From an optimization exercise on the open Yosys and OpenROAD flow, aimed at small area, a short achievable clock period and few clock cycles per item; shortcuts taken in it are not production practice. RTL that was checked went through simulation tests only; none was proved equivalent to the original.

==> flow/design.v <==
module calc_alu64 (
  input  wire        clk,
  input  wire        rst,
  input  wire        in_valid,
  output wire        in_ready,
  input  wire [1:0]  op,         
  input  wire [63:0] a,
  input  wire [63:0] b,
  output reg         out_valid,
  output wire [63:0] result
);
  localparam OP_ADD = 2'd0, OP_SUB = 2'd1, OP_MUL = 2'd2, OP_DIV = 2'd3;
  reg        rdy;      
  reg        v;        
  reg        ms;       
  reg        ds;       
  reg [1:0]  opr;
  reg [6:0]  la, lb;   
  reg [5:0]  bc;       
  reg        inv;      
  reg [6:0]  cnt;      
  reg [67:0] X;        
  reg [66:0] Y;        
  reg [63:0] R;        
  assign in_ready = rdy;
  assign result   = R;
  function automatic [6:0] lod64(input [63:0] x);    
    reg [63:0] vv;
    reg [383:0] pp;      
    integer lvl, i;
    begin
      vv = x;
      pp = 384'd0;
      for (lvl = 0; lvl < 6; lvl = lvl + 1) begin
        for (i = 0; i < (32 >> lvl); i = i + 1) begin
          if (vv[2*i+1])
            pp[6*i +: 6] = pp[6*(2*i+1) +: 6] | (6'd1 << lvl);
          else
            pp[6*i +: 6] = pp[6*(2*i) +: 6];
          vv[i] = vv[2*i+1] | vv[2*i];
        end
      end
      lod64 = {vv[0], pp[5:0]};
    end
  endfunction
  function automatic [7:0] bytes_nz(input [63:0] x);
    integer i;
    for (i = 0; i < 8; i = i + 1) bytes_nz[i] = |x[8*i +: 8];
  endfunction
  wire [7:0] ba = bytes_nz(a);
  wire [7:0] bb = bytes_nz(b);
  wire [7:0] ba_s = ba | {1'b0, ba[7:1]} | {2'b0, ba[7:2]} | {3'b0, ba[7:3]} |
                    {4'b0, ba[7:4]} | {5'b0, ba[7:5]} | {6'b0, ba[7:6]} | {7'b0, ba[7]};
  wire       b_above = |(bb & ~ba_s);
  wire       swap = (op == OP_MUL) & b_above;
  wire       in_qf = b_above | ~|bb;
  function automatic [5:0] booth(input [3:0] p, input pb);
    booth = {p[0] ^ pb, (p[1] & ~p[0] & ~pb) | (~p[1] & p[0] & pb), p[1],
             p[2] ^ p[1], (p[3] & ~p[2] & ~p[1]) | (~p[3] & p[2] & p[1]), p[3]};
  endfunction
  function automatic [67:0] bkadd(input [67:0] x, input [67:0] y, input c);
    reg [68:0] g, p, G, P;    
    integer i, d;
    begin
      g = {x & y, c};
      p = {x ^ y, 1'b0};
      G = g;
      P = p;
      for (d = 1; d < 69; d = d * 2)
        for (i = 2*d - 1; i < 69; i = i + 2*d) begin
          G[i] = G[i] | (P[i] & G[i-d]);
          P[i] = P[i] & P[i-d];
        end
      for (d = 64; d >= 1; d = d / 2)
        for (i = 3*d - 1; i < 69; i = i + 2*d) begin
          G[i] = G[i] | (P[i] & G[i-d]);
          P[i] = P[i] & P[i-d];
        end
      bkadd = p[68:1] ^ G[67:0];
    end
  endfunction
  wire [67:0] asum = bkadd(X, {1'b0, Y} ^ {68{inv}}, inv);
  wire        q    = ~asum[67];          
  wire [63:0] mc = X[63:0];
  wire [63:0] mp = Y[63:0];
  wire one0 = bc[5], two0 = bc[4], neg0 = bc[3];
  wire one1 = bc[2], two1 = bc[1], neg1 = bc[0];
  wire [63:0] m0   = ({64{one0}} & mc) | ({64{two0}} & {mc[62:0], 1'b0});
  wire [63:0] m1   = ({64{one1}} & mc) | ({64{two1}} & {mc[62:0], 1'b0});
  wire [63:0] pp0  = m0 ^ {64{neg0}};
  wire [63:0] pp1  = {m1[61:0], 2'b00} ^ {64{neg1}};
  wire [63:0] racc = v ? 64'd0 : R;
  wire [63:0] cs_s = racc ^ pp0 ^ pp1;
  wire [63:0] cs_c = (racc & pp0) | (racc & pp1) | (pp0 & pp1);
  wire [67:0] msum_w = bkadd({4'd0, cs_s}, {4'd0, cs_c[62:0], neg0}, neg1);
  wire [63:0] msum = msum_w[63:0];
  wire        mlast = (mp[63:3] == 61'd0);    
  wire        mnext = (mp[63:7] == 57'd0);    
  wire [6:0]  dpos   = {1'b0, la[5:0]} - {1'b0, lb[5:0]};    
  wire        qz     = ~lb[6] | ~la[6] | dpos[6];
  wire [3:0]  sh     = dpos[5:2];
  wire [66:0] yshift = {Y[63:0], 3'b000} << {sh, 2'b00};
  wire is_mul = (opr == OP_MUL);
  wire is_div = (opr == OP_DIV);
  wire one_cycle = ~opr[1] | (opr[0] & qz);    
  always @(posedge clk) begin
    if (rst) begin
      rdy       <= 1'b1;
      v         <= 1'b0;
      ms        <= 1'b0;
      ds        <= 1'b0;
      out_valid <= 1'b0;
    end else begin
      v         <= rdy & in_valid;
      ms        <= (v & is_mul & ~mlast) | (ms & ~rdy);
      ds        <= (v & is_div & ~qz) | (ds & ~rdy);
      out_valid <= (v & (one_cycle | (is_mul & mlast))) | ((ms | ds) & rdy);
      if (rdy)
        rdy <= ~in_valid | ~op[1] | (op[0] & in_qf);
      else if (v)
        rdy <= is_mul ? mnext : qz;    
      else if (ms)
        rdy <= mnext;
      else
        rdy <= (cnt == 7'd2);
    end
  end
  always @(posedge clk) begin
    if (rdy) begin
      opr <= op;
      inv <= op[0];
      la  <= lod64(a);
      lb  <= lod64(b);
    end else if (ds) begin
      inv <= q;
    end
    cnt <= ds ? cnt - 7'd1 : {1'b0, sh, 2'b00} + 7'd4;
    if (rdy)
      bc <= swap ? booth(a[3:0], 1'b0) : booth(b[3:0], 1'b0);
    else
      bc <= booth(Y[7:4], Y[3]);
    if (rdy) begin
      X <= {4'd0, swap ? b : a};
      Y <= {3'd0, swap ? a : b};
    end else if (v & is_div) begin
      Y <= yshift;
    end else if (v | ms) begin
      X <= {X[63:0], 4'b0000};
      Y <= {4'b0000, Y[66:4]};
    end else if (ds) begin
      X <= asum;
      Y <= {1'b0, Y[66:1]};
    end
    if (v & ~is_mul)
      R <= (~opr[1]) ? asum[63:0] : 64'd0;
    else if (ds)
      R <= {R[62:0], q};
    else
      R <= msum;
  end
endmodule
make LEC_CHECK=0 ABC_CLOCK_PERIOD_IN_PS=3000 CAP_MARGIN=20 CORE_MARGIN=2 CORE_UTILIZATION=40 PLACE_DENSITY=0.6 SETUP_SLACK_MARGIN=5 SLEW_MARGIN=20 finish   # period 10.0 ns
run.sh (not shown) runs the stock make flow with config.mk's settings and CLKGATE_MAP_FILE= SYNTH_SCRIPT=/design/flow/synth_recipe.tcl, a recipe that flattens the netlist after the stock synthesis.
Testbench counts at the start, summed over its fixed seeds: cycles 24,761, items 4,800.
Next try:
--- a/flow/design.v
+++ b/flow/design.v
@@ -59,26 +59,5 @@
              p[2] ^ p[1], (p[3] & ~p[2] & ~p[1]) | (~p[3] & p[2] & p[1]), p[3]};
   endfunction
-  function automatic [67:0] bkadd(input [67:0] x, input [67:0] y, input c);
-    reg [68:0] g, p, G, P;    
-    integer i, d;
-    begin
-      g = {x & y, c};
-      p = {x ^ y, 1'b0};
-      G = g;
-      P = p;
-      for (d = 1; d < 69; d = d * 2)
-        for (i = 2*d - 1; i < 69; i = i + 2*d) begin
-          G[i] = G[i] | (P[i] & G[i-d]);
-          P[i] = P[i] & P[i-d];
-        end
-      for (d = 64; d >= 1; d = d / 2)
-        for (i = 3*d - 1; i < 69; i = i + 2*d) begin
-          G[i] = G[i] | (P[i] & G[i-d]);
-          P[i] = P[i] & P[i-d];
-        end
-      bkadd = p[68:1] ^ G[67:0];
-    end
-  endfunction
-  wire [67:0] asum = bkadd(X, {1'b0, Y} ^ {68{inv}}, inv);
+  wire [67:0] asum = X + ({1'b0, Y} ^ {68{inv}}) + {67'd0, inv};
   wire        q    = ~asum[67];          
   wire [63:0] mc = X[63:0];
@@ -93,6 +72,5 @@
   wire [63:0] cs_s = racc ^ pp0 ^ pp1;
   wire [63:0] cs_c = (racc & pp0) | (racc & pp1) | (pp0 & pp1);
-  wire [67:0] msum_w = bkadd({4'd0, cs_s}, {4'd0, cs_c[62:0], neg0}, neg1);
-  wire [63:0] msum = msum_w[63:0];
+  wire [63:0] msum = cs_s + {cs_c[62:0], neg0} + {63'd0, neg1};
   wire        mlast = (mp[63:3] == 61'd0);    
   wire        mnext = (mp[63:7] == 57'd0);    
=> Critical path depth does not change; global-route usage climbs by 1.0 points; worst hold slack gains 0.0030 ns; wire length came out higher by roughly a tenth; final cell count goes up by roughly a tenth; final area came out higher by a few percent; synthesized cell count is higher by about a fifth.
Only the layout flow was run in the second run of this note; the RTL was not checked for function there.

## afterwards: timing with drivers on the ports
The flow's constraints put no driver on any port. The routed layouts listed below were extracted and timed again, unchanged, in two steps. Step 1, drivers: a clkbuf_16 drives clk and a buf_2 each remaining input, both assumed. Step 2 moves the port delays by t, midway between the first and last clock arrival at a register: inputs arrive t later, outputs are due t later. That takes back most of the time a late clock gives input paths. Slacks: ideal ports / drivers / drivers and shift; pairs: ideal ports / drivers.
run	t, ns	slack for setup (ns)	worst hold slack (ns)	latest minus earliest clock arrival (ns)
the first run	0.663	4.954 / 4.985 / 4.321	0.470 / 0.470 / 0.470	0.015 / 0.015
the second run	0.673	5.015 / 5.060 / 4.387	0.473 / 0.473 / 0.473	0.052 / 0.052
After both steps setup and hold are still met in every run listed. For the first run, which loses most, drivers alone change the setup slack by +0.031 ns; drivers and shift together by -0.633 ns.
